What follows belongs to an exercise in optimizing a design on an open flow for small area, a short achievable clock period and few clock cycles; a production flow would make more cautious choices. Where RTL was checked, it was by simulation tests only, not by an equivalence proof against the original. Power and IR drop assume default switching activity.

==> run H: inputs <==
==> flow/design.v <==
module dsb1_axis (
    input  wire               clk,
    input  wire               init,        
    input  wire               enc_add,     
    input  wire        [15:0] cnt_w,       
    input  wire               tick,        
    input  wire               pos_clear,   
    input  wire        [7:0]  target,
    input  wire        [7:0]  bias,
    output reg         [15:0] cnt,
    output reg         [31:0] pos,
    output wire        [31:0] pos_now,
    output reg         [15:0] last_delta,
    output reg                ld_neg_n,    
    output reg         [7:0]  t_s,
    output reg         [7:0]  b_s
);
    reg pend_v;    
    reg pend_c;    
    wire [15:0] d     = cnt;
    wire        d_rnd = d[15] & (d[1] | d[0]);
    wire [7:0]  a1    = pos[7:0];
    wire [7:0]  b1    = d[9:2];
    wire [8:0]  c1;
    wire [7:0]  lo_n;
    assign c1[0] = d_rnd;
    wire [15:0] ld    = last_delta;
    wire [7:0]  a2    = pos[15:8];
    wire [7:0]  b2    = {ld[15], ld[15], ld[15:10]};
    wire [8:0]  c2;
    wire [7:0]  mid_n;
    assign c2[0] = pend_c;
    genvar gi;
    generate
        for (gi = 0; gi < 8; gi = gi + 1) begin : g_rc
            assign lo_n[gi]    = a1[gi] ^ b1[gi] ^ c1[gi];
            assign c1[gi + 1]  = (a1[gi] & b1[gi]) | (c1[gi] & (a1[gi] ^ b1[gi]));
            assign mid_n[gi]   = a2[gi] ^ b2[gi] ^ c2[gi];
            assign c2[gi + 1]  = (a2[gi] & b2[gi]) | (c2[gi] & (a2[gi] ^ b2[gi]));
        end
    endgenerate
    wire        inc = pend_v & c2[8] & ~ld[15];
    wire        dec = pend_v & ~c2[8] & ld[15];
    wire [15:0] hi  = pos[31:16];
    wire [16:0] run;              
    wire [15:0] hi_n;
    assign run[0] = inc | dec;
    generate
        for (gi = 0; gi < 16; gi = gi + 1) begin : g_hi
            assign run[gi + 1] = run[gi] & (hi[gi] ^ dec);
            assign hi_n[gi]    = hi[gi] ^ run[gi];
        end
    endgenerate
    wire [7:0] mid_now = pend_v ? mid_n : pos[15:8];
    assign pos_now = {hi_n, mid_now, pos[7:0]};
    always @(posedge clk) begin
        if (init) begin
            cnt        <= 16'd0;
            pos        <= 32'd0;
            pend_v     <= 1'b0;
            last_delta <= 16'd0;
            ld_neg_n   <= 1'b1;
        end else if (pos_clear) begin
            pos    <= 32'd0;
            pend_v <= 1'b0;
        end else begin
            pos[31:8] <= {hi_n, mid_now};
            pend_v    <= tick;
            if (tick) begin
                cnt        <= 16'd0;
                last_delta <= d;
                ld_neg_n   <= ~d[15];
                pos[7:0]   <= lo_n;
            end else if (enc_add) begin
                cnt <= cnt_w;
            end
        end
    end
    always @(posedge clk) begin
        if (tick) begin
            t_s    <= target;
            b_s    <= bias;
            pend_c <= c1[8];
        end
    end
endmodule
module dsb1_pid (
    input  wire         clk,
    input  wire         rst,         
    input  wire         ev_valid,
    input  wire [31:0]  ev_word,
    output wire         ev_ready,
    output reg          act_valid,
    output wire [10:0]  act_a,
    output wire [10:0]  act_b,
    output wire [10:0]  act_c,
    output wire [10:0]  act_d,
    output reg          tx_valid,
    output wire [335:0] tx_frame,    
    output reg          pos_valid,
    output reg  [1:0]   pos_axis,
    output reg  [31:0]  pos_value
);
    localparam [3:0] EV_INIT   = 4'h1;
    localparam [3:0] EV_TICK   = 4'h2;
    localparam [3:0] EV_TEL    = 4'h3;
    localparam [3:0] EV_RX     = 4'h4;
    localparam [3:0] EV_COMMIT = 4'h5;
    localparam [3:0] EV_TXDONE = 4'h6;
    localparam [3:0] EV_TXERR  = 4'h7;
    localparam [3:0] EV_POS    = 4'h8;
    localparam [3:0] EV_ENC    = 4'h9;
    localparam [4:0] S_HDR  = 5'd0;
    localparam [4:0] S_TAIL = 5'd10;
    localparam [4:0] S_C0   = 5'd16;
    localparam [4:0] S_C8   = 5'd24;
    localparam [7:0] HEADER = 8'h23;
    localparam [7:0] TAIL   = 8'h21;
    reg       sr_v, sa_v, sb_v, sc_v;
    reg [1:0] sr_k, sc_k;
    reg        rst_q;
    reg        ev_v;
    reg [3:0]  ev_q;
    reg [1:0]  ax_q;
    reg [15:0] data_q;
    reg        hold;      
    reg        rdy;       
    assign ev_ready = rdy;
    wire       go      = ev_v && !hold;
    wire       do_tick = go && ev_q == EV_TICK;
    wire       sr_v_n  = do_tick | (sr_v && sr_k != 2'd3);
    wire [1:0] sr_k_n  = do_tick ? 2'd0 : sr_k + 2'd1;
    wire       ev_v_n  = hold ? ev_v : ev_valid;
    wire [3:0] ev_q_n  = hold ? ev_q : ev_word[31:28];
    wire       hold_n  = ev_v_n &&
                         ((ev_q_n == EV_TICK && sr_v_n && sr_k_n != 2'd3) ||
                          (ev_q_n == EV_INIT && (sr_v_n || sr_v)));
    always @(posedge clk) begin
        rst_q <= rst;
        if (rst) begin
            ev_v <= 1'b0;
            hold <= 1'b0;
            rdy  <= 1'b1;
        end else begin
            ev_v <= ev_v_n;
            hold <= hold_n;
            rdy  <= !hold_n;
        end
        if (!hold) begin
            ev_q   <= ev_word[31:28];
            ax_q   <= ev_word[27:26];
            data_q <= ev_word[15:0];
        end
    end
    wire [7:0] b = data_q[7:0];
    wire init      = rst_q | (go && ev_q == EV_INIT);
    wire do_tel    = go && ev_q == EV_TEL;
    wire do_rx     = go && ev_q == EV_RX;
    wire do_commit = go && ev_q == EV_COMMIT;
    wire do_txclr  = go && (ev_q == EV_TXDONE || ev_q == EV_TXERR);
    wire do_pos    = go && ev_q == EV_POS;
    wire do_enc    = go && ev_q == EV_ENC;
    reg [7:0] target [0:3];
    reg [7:0] bias   [0:3];
    reg [3:0] tgt_neg_n;    
    reg       ramp_en;
    reg       en_s;       
    reg  w21, w2140;
    wire trigger = do_rx && w2140 && b == 8'h21;
    wire [15:0] cnt        [0:3];
    wire [31:0] pos        [0:3];
    wire [31:0] pos_now    [0:3];
    wire [15:0] last_delta [0:3];
    wire [3:0]  ld_neg_n;
    wire [7:0]  t_s        [0:3];
    wire [7:0]  b_s        [0:3];
    wire [15:0] cnt_w = cnt[ax_q] + data_q;
    genvar gi;
    generate
        for (gi = 0; gi < 4; gi = gi + 1) begin : g_axis
            dsb1_axis u_axis (
                .clk        (clk),
                .init       (init),
                .enc_add    (do_enc && ax_q == gi),
                .cnt_w      (cnt_w),
                .tick       (do_tick),
                .pos_clear  (trigger),
                .target     (target[gi]),
                .bias       (bias[gi]),
                .cnt        (cnt[gi]),
                .pos        (pos[gi]),
                .pos_now    (pos_now[gi]),
                .last_delta (last_delta[gi]),
                .ld_neg_n   (ld_neg_n[gi]),
                .t_s        (t_s[gi]),
                .b_s        (b_s[gi])
            );
        end
    endgenerate
    reg signed [8:0]  ramp     [0:3];    
    reg signed [9:0]  integ    [0:3];
    reg signed [16:0] prev_err [0:3];
    reg signed [10:0] out      [0:3];
    assign act_a = out[0];
    assign act_b = out[1];
    assign act_c = out[2];
    assign act_d = out[3];
    wire signed [7:0]  t_r     = t_s[sr_k];
    wire signed [7:0]  b_r     = b_s[sr_k];
    wire signed [8:0]  r_r     = ramp[0];
    wire signed [8:0]  goal    = {t_r, 1'b0};
    wire signed [9:0]  rdiff   = goal - r_r;
    wire               near    = (rdiff > -10'sd55) && (rdiff < 10'sd55);
    wire signed [9:0]  r_up    = r_r + 10'sd55;
    wire signed [9:0]  r_dn    = r_r - 10'sd55;
    wire signed [9:0]  r_mv    = rdiff[9] ? r_dn : r_up;
    wire               to_goal = !en_s || near;
    wire signed [8:0]  ramp_n  = to_goal ? goal : r_mv[8:0];
    wire signed [7:0]  r_half  = (r_mv[8:0] + {8'd0, r_mv[8]}) >>> 1;
    wire signed [7:0]  sp_base = to_goal ? t_r : r_half;
    wire signed [8:0]  sp      = sp_base + b_r;
    reg signed [8:0]  sp_r;
    reg signed [15:0] d_r;
    wire signed [16:0] e       = sp_r - d_r;
    wire               e_hi    = !e[16] && e[15:0] > 16'd1000;
    wire               e_lo    = e[16] && e[15:0] < 16'hFC18;    
    wire signed [11:0] e12     = e[11:0];
    wire signed [11:0] isum    = integ[0] + e12;
    wire signed [9:0]  integ_n = (e_hi || (!e_lo && isum > 12'sd500))  ? 10'sd500 :
                                 (e_lo || isum < -12'sd500)            ? -10'sd500 :
                                 isum[9:0];
    wire signed [17:0] base    = (e <<< 1) - (prev_err[0] >>> 1);
    reg signed [17:0] base_q;
    reg               p0_q;
    wire signed [9:0]  i_b  = integ[3];
    wire signed [27:0] bq10 = {base_q, 10'd0};
    wire signed [27:0] y    = bq10 + 28'sd205 * i_b + 28'sd100;
    wire        [9:0]  frac = y[9:0];
    reg signed [17:0] fl0_q;      
    reg               dec_q;      
    reg               rem_q;      
    wire signed [17:0] fl    = fl0_q - {17'd0, dec_q};
    wire signed [17:0] t     = fl + {17'd0, fl[17] & rem_q};
    wire signed [10:0] out_n = t > 18'sd1000 ? 11'sd1000 :
                               (t < -18'sd1000 ? -11'sd1000 : t[10:0]);
    integer j;
    always @(posedge clk) begin
        if (rst_q) begin
            sr_v <= 1'b0;
            sa_v <= 1'b0;
            sb_v <= 1'b0;
            sc_v <= 1'b0;
        end else begin
            sr_v <= sr_v_n;
            sa_v <= sr_v;
            sb_v <= sa_v;
            sc_v <= sb_v;
        end
        act_valid <= !rst && !rst_q && sc_v && sc_k == 2'd3;
        sr_k <= sr_k_n;
        if (sc_v)
            sc_k <= sc_k + 2'd1;
        else
            sc_k <= 2'd0;
        if (do_tick)
            en_s <= ramp_en;
        sp_r   <= sp;
        d_r    <= last_delta[sr_k];
        base_q <= base;
        p0_q   <= prev_err[0][0];
        fl0_q  <= y[27:10];
        dec_q  <= p0_q & (frac <= 10'd610);
        rem_q  <= p0_q | (frac > 10'd200);
        if (init) begin
            for (j = 0; j < 4; j = j + 1) begin
                ramp[j]     <= 9'sd0;
                integ[j]    <= 10'sd0;
                prev_err[j] <= 17'sd0;
            end
        end else begin
            if (sr_v) begin
                for (j = 0; j < 3; j = j + 1)
                    ramp[j] <= ramp[j + 1];
                ramp[3] <= ramp_n;
            end
            if (sa_v) begin
                for (j = 0; j < 3; j = j + 1) begin
                    integ[j]    <= integ[j + 1];
                    prev_err[j] <= prev_err[j + 1];
                end
                integ[3]    <= integ_n;
                prev_err[3] <= e;
            end
        end
        if (sc_v)
            out[sc_k] <= out_n;
    end
    reg  [4:0] dst;
    reg  [7:0] pl [0:8];
    wire [3:0] cidx = dst[3:0];    
    wire       rx_store = do_rx && dst >= 5'd1 && dst <= 5'd9;
    always @(posedge clk) begin
        if (rx_store || do_commit) begin
            for (j = 0; j < 8; j = j + 1)
                pl[j] <= pl[j + 1];
            pl[8] <= b;
        end
    end
    always @(posedge clk) begin
        if (init) begin
            dst     <= S_HDR;
            w21     <= 1'b0;
            w2140   <= 1'b0;
            ramp_en <= 1'b0;
            tgt_neg_n <= 4'hF;
            for (j = 0; j < 4; j = j + 1) begin
                target[j] <= 8'd0;
                bias[j]   <= 8'd0;
            end
        end else begin
            if (do_rx) begin
                w21   <= !trigger && b == 8'h21;
                w2140 <= !trigger && w21 && b == 8'h40;
                if (dst == S_HDR) begin
                    if (b == HEADER)
                        dst <= 5'd1;
                end else if (dst == S_TAIL) begin
                    dst <= (b == TAIL) ? S_C0 : S_HDR;
                end else begin
                    dst <= dst + 5'd1;
                end
            end
            if (do_commit) begin
                if (cidx <= 4'd3) begin
                    target[cidx[1:0]]    <= pl[0];
                    tgt_neg_n[cidx[1:0]] <= ~pl[0][7];
                end
                else if (cidx == 4'd4)
                    ramp_en <= pl[0][0];
                else
                    bias[cidx[1:0] - 2'd1] <= pl[0];
                dst <= (dst == S_C8) ? S_HDR : dst + 5'd1;
            end
        end
    end
    reg busy;
    always @(posedge clk) begin
        if (init)
            busy <= 1'b0;
        else if (do_tel && !busy && data_q[0])
            busy <= 1'b1;
        else if (do_txclr)
            busy <= 1'b0;
    end
    assign tx_frame[7:0]     = HEADER;
    assign tx_frame[335:328] = TAIL;
    generate
        for (gi = 0; gi < 4; gi = gi + 1) begin : g_frame
            assign tx_frame[8 + 16*gi +: 16]   = {{4{~tgt_neg_n[gi]}}, {4{target[gi][7]}}, target[gi]};
            assign tx_frame[72 + 32*gi +: 32]  = pos[gi];
            assign tx_frame[200 + 32*gi +: 32] = {{8{~ld_neg_n[gi]}}, {8{last_delta[gi][15]}}, last_delta[gi]};
        end
    endgenerate
    always @(posedge clk) begin
        if (rst) begin
            tx_valid  <= 1'b0;
            pos_valid <= 1'b0;
        end else begin
            tx_valid  <= do_tel && !busy && data_q[0];
            pos_valid <= do_pos;
        end
        if (do_pos)
            pos_axis <= ax_q;
        pos_value <= pos_now[ax_q];
    end
endmodule
==> flow/flow/run.sh <==
#!/bin/bash
set -euo pipefail
bash standard.sh BUFFER_PORTS_ARGS="-buffer_cell sky130_fd_sc_hd__buf_1" SETUP_SLACK_MARGIN=27.6 finish > standard.log 2>&1
==> flow/standard.sh <==
#!/bin/bash
# synth_recipe.tcl (not shown) runs the flow's synth.tcl, then flattens the netlist and writes it again
# the make line also repeats each setting of config.mk as NAME=value (left out here)
make -C /OpenROAD-flow-scripts/flow DESIGN_CONFIG=/design/flow/config.mk WORK_HOME=/design/flow/orfs CLKGATE_MAP_FILE= SYNTH_SCRIPT=/design/flow/synth_recipe.tcl "${@:-finish}"
==> flow/config.mk <==
export PLATFORM = sky130hd
export DESIGN_NAME = dsb1_pid
export DESIGN_NICKNAME = dsb1_pid
export VERILOG_FILES = /design/flow/design.v
export SDC_FILE = /design/flow/constraint.sdc
export NUM_CORES = 4
export LEC_CHECK = 0
export CAP_MARGIN = 20
export CORE_MARGIN = 2
export CORE_UTILIZATION = 40
export SLEW_MARGIN = 20
==> flow/constraint.sdc <==
create_clock -name core_clock -period 36.0 [get_ports {clk}]
set_input_delay 7.2000 -clock core_clock [delete_from_list [all_inputs] [get_ports {clk}]]
set_output_delay 7.2000 -clock core_clock [all_outputs]
set_load 0.01 [all_outputs]
==> inputs of run R, as changes to run H <==
--- a/flow/design.v
+++ b/flow/design.v
@@ -5,15 +5,13 @@
     input  wire        [15:0] cnt_w,       
     input  wire               tick,        
     input  wire               pos_clear,   
-    input  wire        [7:0]  target,
-    input  wire        [7:0]  bias,
     output reg         [15:0] cnt,
     output reg         [31:0] pos,
     output wire        [31:0] pos_now,
     output reg         [15:0] last_delta,
     output reg                ld_neg_n,    
-    output reg         [7:0]  t_s,
-    output reg         [7:0]  b_s
+    output reg                ld_sx,       
+    output reg                ld_sy        
 );
     reg pend_v;    
     reg pend_c;    
@@ -26,7 +24,8 @@
     assign c1[0] = d_rnd;
     wire [15:0] ld    = last_delta;
     wire [7:0]  a2    = pos[15:8];
-    wire [7:0]  b2    = {ld[15], ld[15], ld[15:10]};
+    wire        ld_s  = ~ld_neg_n;
+    wire [7:0]  b2    = {ld_s, ld_s, ld[15:10]};
     wire [8:0]  c2;
     wire [7:0]  mid_n;
     assign c2[0] = pend_c;
@@ -39,8 +38,8 @@
             assign c2[gi + 1]  = (a2[gi] & b2[gi]) | (c2[gi] & (a2[gi] ^ b2[gi]));
         end
     endgenerate
-    wire        inc = pend_v & c2[8] & ~ld[15];
-    wire        dec = pend_v & ~c2[8] & ld[15];
+    wire        inc = pend_v & c2[8] & ld_neg_n;
+    wire        dec = pend_v & ~c2[8] & ~ld_neg_n;
     wire [15:0] hi  = pos[31:16];
     wire [16:0] run;              
     wire [15:0] hi_n;
@@ -77,11 +76,12 @@
         end
     end
     always @(posedge clk) begin
-        if (tick) begin
-            t_s    <= target;
-            b_s    <= bias;
+        if (tick)
             pend_c <= c1[8];
-        end
+    end
+    always @(posedge clk) begin
+        ld_sx <= last_delta[15];
+        ld_sy <= ~ld_neg_n;
     end
 endmodule
 module dsb1_pid (
@@ -163,6 +163,8 @@
     reg [7:0] target [0:3];
     reg [7:0] bias   [0:3];
     reg [3:0] tgt_neg_n;    
+    reg [3:0] tgt_sx;       
+    reg [3:0] tgt_sy;       
     reg       ramp_en;
     reg       en_s;       
     reg  w21, w2140;
@@ -172,8 +174,9 @@
     wire [31:0] pos_now    [0:3];
     wire [15:0] last_delta [0:3];
     wire [3:0]  ld_neg_n;
-    wire [7:0]  t_s        [0:3];
-    wire [7:0]  b_s        [0:3];
+    wire [3:0]  ld_sx, ld_sy;
+    reg  [7:0]  t_s        [0:3];    
+    reg  [7:0]  b_s        [0:3];    
     wire [15:0] cnt_w = cnt[ax_q] + data_q;
     genvar gi;
     generate
@@ -185,15 +188,13 @@
                 .cnt_w      (cnt_w),
                 .tick       (do_tick),
                 .pos_clear  (trigger),
-                .target     (target[gi]),
-                .bias       (bias[gi]),
                 .cnt        (cnt[gi]),
                 .pos        (pos[gi]),
                 .pos_now    (pos_now[gi]),
                 .last_delta (last_delta[gi]),
                 .ld_neg_n   (ld_neg_n[gi]),
-                .t_s        (t_s[gi]),
-                .b_s        (b_s[gi])
+                .ld_sx      (ld_sx[gi]),
+                .ld_sy      (ld_sy[gi])
             );
         end
     endgenerate
@@ -205,8 +206,8 @@
     assign act_b = out[1];
     assign act_c = out[2];
     assign act_d = out[3];
-    wire signed [7:0]  t_r     = t_s[sr_k];
-    wire signed [7:0]  b_r     = b_s[sr_k];
+    wire signed [7:0]  t_r     = t_s[0];
+    wire signed [7:0]  b_r     = b_s[0];
     wire signed [8:0]  r_r     = ramp[0];
     wire signed [8:0]  goal    = {t_r, 1'b0};
     wire signed [9:0]  rdiff   = goal - r_r;
@@ -262,8 +263,18 @@
             sc_k <= sc_k + 2'd1;
         else
             sc_k <= 2'd0;
-        if (do_tick)
+        if (do_tick) begin
             en_s <= ramp_en;
+            for (j = 0; j < 4; j = j + 1) begin
+                t_s[j] <= target[j];
+                b_s[j] <= bias[j];
+            end
+        end else if (sr_v) begin
+            for (j = 0; j < 3; j = j + 1) begin
+                t_s[j] <= t_s[j + 1];
+                b_s[j] <= b_s[j + 1];
+            end
+        end
         sp_r   <= sp;
         d_r    <= last_delta[sr_k];
         base_q <= base;
@@ -356,12 +367,16 @@
     assign tx_frame[335:328] = TAIL;
     generate
         for (gi = 0; gi < 4; gi = gi + 1) begin : g_frame
-            assign tx_frame[8 + 16*gi +: 16]   = {{4{~tgt_neg_n[gi]}}, {4{target[gi][7]}}, target[gi]};
+            assign tx_frame[8 + 16*gi +: 16]   = {{4{tgt_sy[gi]}}, {5{tgt_sx[gi]}}, target[gi][6:0]};
             assign tx_frame[72 + 32*gi +: 32]  = pos[gi];
-            assign tx_frame[200 + 32*gi +: 32] = {{8{~ld_neg_n[gi]}}, {8{last_delta[gi][15]}}, last_delta[gi]};
+            assign tx_frame[200 + 32*gi +: 32] = {{8{ld_sy[gi]}}, {9{ld_sx[gi]}}, last_delta[gi][14:0]};
         end
     endgenerate
     always @(posedge clk) begin
+        for (j = 0; j < 4; j = j + 1) begin
+            tgt_sx[j] <= target[j][7];
+            tgt_sy[j] <= ~tgt_neg_n[j];
+        end
         if (rst) begin
             tx_valid  <= 1'b0;
             pos_valid <= 1'b0;
==> flow/flow/run.sh (replaced) <==
#!/bin/bash
set -euo pipefail
bash standard.sh BUFFER_PORTS_ARGS="-buffer_cell sky130_fd_sc_hd__buf_1" finish > standard.log 2>&1
- CORE_UTILIZATION: 40 -> 60
- CTS_CLUSTER_DIAMETER: unset -> 60
- CTS_CLUSTER_SIZE: unset -> 40
- PLACE_DENSITY: unset -> 0.7
==> inputs of run P, as changes to run H <==
--- a/flow/design.v
+++ b/flow/design.v
@@ -11,7 +11,6 @@
     output reg         [31:0] pos,
     output wire        [31:0] pos_now,
     output reg         [15:0] last_delta,
-    output reg                ld_neg_n,    
     output reg         [7:0]  t_s,
     output reg         [7:0]  b_s
 );
@@ -59,7 +58,6 @@
             pos        <= 32'd0;
             pend_v     <= 1'b0;
             last_delta <= 16'd0;
-            ld_neg_n   <= 1'b1;
         end else if (pos_clear) begin
             pos    <= 32'd0;
             pend_v <= 1'b0;
@@ -69,7 +67,6 @@
             if (tick) begin
                 cnt        <= 16'd0;
                 last_delta <= d;
-                ld_neg_n   <= ~d[15];
                 pos[7:0]   <= lo_n;
             end else if (enc_add) begin
                 cnt <= cnt_w;
@@ -124,8 +121,7 @@
     reg [1:0]  ax_q;
     reg [15:0] data_q;
     reg        hold;      
-    reg        rdy;       
-    assign ev_ready = rdy;
+    assign ev_ready = !hold;
     wire       go      = ev_v && !hold;
     wire       do_tick = go && ev_q == EV_TICK;
     wire       sr_v_n  = do_tick | (sr_v && sr_k != 2'd3);
@@ -140,11 +136,9 @@
         if (rst) begin
             ev_v <= 1'b0;
             hold <= 1'b0;
-            rdy  <= 1'b1;
         end else begin
             ev_v <= ev_v_n;
             hold <= hold_n;
-            rdy  <= !hold_n;
         end
         if (!hold) begin
             ev_q   <= ev_word[31:28];
@@ -162,7 +156,6 @@
     wire do_enc    = go && ev_q == EV_ENC;
     reg [7:0] target [0:3];
     reg [7:0] bias   [0:3];
-    reg [3:0] tgt_neg_n;    
     reg       ramp_en;
     reg       en_s;       
     reg  w21, w2140;
@@ -171,7 +164,6 @@
     wire [31:0] pos        [0:3];
     wire [31:0] pos_now    [0:3];
     wire [15:0] last_delta [0:3];
-    wire [3:0]  ld_neg_n;
     wire [7:0]  t_s        [0:3];
     wire [7:0]  b_s        [0:3];
     wire [15:0] cnt_w = cnt[ax_q] + data_q;
@@ -191,7 +183,6 @@
                 .pos        (pos[gi]),
                 .pos_now    (pos_now[gi]),
                 .last_delta (last_delta[gi]),
-                .ld_neg_n   (ld_neg_n[gi]),
                 .t_s        (t_s[gi]),
                 .b_s        (b_s[gi])
             );
@@ -245,18 +236,19 @@
                                (t < -18'sd1000 ? -11'sd1000 : t[10:0]);
     integer j;
     always @(posedge clk) begin
-        if (rst_q) begin
-            sr_v <= 1'b0;
-            sa_v <= 1'b0;
-            sb_v <= 1'b0;
-            sc_v <= 1'b0;
+        if (rst) begin
+            sr_v      <= 1'b0;
+            sa_v      <= 1'b0;
+            sb_v      <= 1'b0;
+            sc_v      <= 1'b0;
+            act_valid <= 1'b0;
         end else begin
-            sr_v <= sr_v_n;
-            sa_v <= sr_v;
-            sb_v <= sa_v;
-            sc_v <= sb_v;
+            sr_v      <= sr_v_n;
+            sa_v      <= sr_v;
+            sb_v      <= sa_v;
+            sc_v      <= sb_v;
+            act_valid <= sc_v && sc_k == 2'd3;
         end
-        act_valid <= !rst && !rst_q && sc_v && sc_k == 2'd3;
         sr_k <= sr_k_n;
         if (sc_v)
             sc_k <= sc_k + 2'd1;
@@ -312,7 +304,6 @@
             w21     <= 1'b0;
             w2140   <= 1'b0;
             ramp_en <= 1'b0;
-            tgt_neg_n <= 4'hF;
             for (j = 0; j < 4; j = j + 1) begin
                 target[j] <= 8'd0;
                 bias[j]   <= 8'd0;
@@ -331,10 +322,8 @@
                 end
             end
             if (do_commit) begin
-                if (cidx <= 4'd3) begin
-                    target[cidx[1:0]]    <= pl[0];
-                    tgt_neg_n[cidx[1:0]] <= ~pl[0][7];
-                end
+                if (cidx <= 4'd3)
+                    target[cidx[1:0]] <= pl[0];
                 else if (cidx == 4'd4)
                     ramp_en <= pl[0][0];
                 else
@@ -356,9 +345,9 @@
     assign tx_frame[335:328] = TAIL;
     generate
         for (gi = 0; gi < 4; gi = gi + 1) begin : g_frame
-            assign tx_frame[8 + 16*gi +: 16]   = {{4{~tgt_neg_n[gi]}}, {4{target[gi][7]}}, target[gi]};
+            assign tx_frame[8 + 16*gi +: 16]   = {{8{target[gi][7]}}, target[gi]};
             assign tx_frame[72 + 32*gi +: 32]  = pos[gi];
-            assign tx_frame[200 + 32*gi +: 32] = {{8{~ld_neg_n[gi]}}, {8{last_delta[gi][15]}}, last_delta[gi]};
+            assign tx_frame[200 + 32*gi +: 32] = {{16{last_delta[gi][15]}}, last_delta[gi]};
         end
     endgenerate
     always @(posedge clk) begin
==> flow/flow/run.sh (replaced) <==
#!/bin/bash
set -euo pipefail
bash standard.sh BUFFER_PORTS_ARGS="-buffer_cell sky130_fd_sc_hd__buf_4" finish > standard.log 2>&1
==> summary.txt <==
item	run R	run P	run H
Largest clock skew in the final design	0.04182 ns	0.05893 ns	0.05406 ns
Die area	0.06997 mm2	0.1018 mm2	0.1030 mm2
Portion of synthesized cell area occupied by the leading cell type	26.99%	26.41%	26.56%
Seq/total area	43.37%	40.00%	39.51%
Number of CTS-inserted buffers	56	90	89
DP Cell Count	5030	5284	5370
Met3 routed WL	5380 um	5927 um	6823 um
Sequential-to-total area share from yosys stat	46.83%	46.75%	46.66%
Core Area	0.06716 mm2	0.09842 mm2	0.09986 mm2
Final Total Pwr	0.001929 W	0.002682 W	0.002780 W
Maximum clock frequency	116.4 MHz	112.4 MHz	117.1 MHz
Number of vias per cell after detailed routing	5.506	5.178	5.218
Setup crit start	g_axis[2].u_axis.last_delta[14]	hold	target[0][7]
Sum of routed wire segments on met1	40620 um	45710 um	45530 um
Non-clock inverter count in the final layout	247	244	249
Final Net Count	4522	4395	4627
Final cycle utilization of the critical path	23.87%	24.72%	23.73%
Endpoint of the lowest-slack register-to-register path	pos_value[31]	sp_r[8]	sp_r[7]
Count of fill cells added during filler insertion	5437	9237	8991
Flip-flop and latch power	0.00100 W	0.00100 W	0.00101 W
Xor and xnor area share after synthesis	5.018%	4.981%	4.512%
Diode count	1	0	0
Worst-case setup margin in the final layout	27.41 ns	27.10 ns	27.46 ns
Fraction of area in multi-input gates	43.23%	40.64%	39.32%
YS warnings	14	10	10
Status	finished clean	finished clean	finished clean
Testbench counts of run R, summed over its fixed seeds: cycles 16,065.
Testbench counts of run P, summed over its fixed seeds: cycles 16,065.
The RTL of run H was laid out without a check of its function.

-- static timing again, ports no longer ideal --
The flow's constraints put no driver on any port. The routed layouts listed below were extracted and timed again, unchanged, in two steps. Step 1 assumes that a clkbuf_16 drives the clock port and a buf_2 every other input. Step 2 adds t to the input delays and takes it off the output delays; t is the mean of the earliest and latest rising clock arrival at the registers after step 1. Input paths then give back, and output paths get back, about the clock's delay inside the block. a / b / c = ideal ports / drivers / drivers and shift; a / b = the first two.
| run | t (ns) | setup WS [ns] | slew at the worst register clock pin (ns) | worst slew at a driven data input, ns |
|---|---|---|---|---|
| run H | 0.718 | 27.459 / 27.388 / 27.816 | 0.07 / 0.07 | 0.05 |
| run R | 0.708 | 27.408 / 27.340 / 27.454 | 0.10 / 0.10 | 0.13 |
| run P | 0.713 | 27.103 / 27.038 / 27.751 | 0.06 / 0.06 | 0.05 |
After both steps every run listed still meets setup and hold.
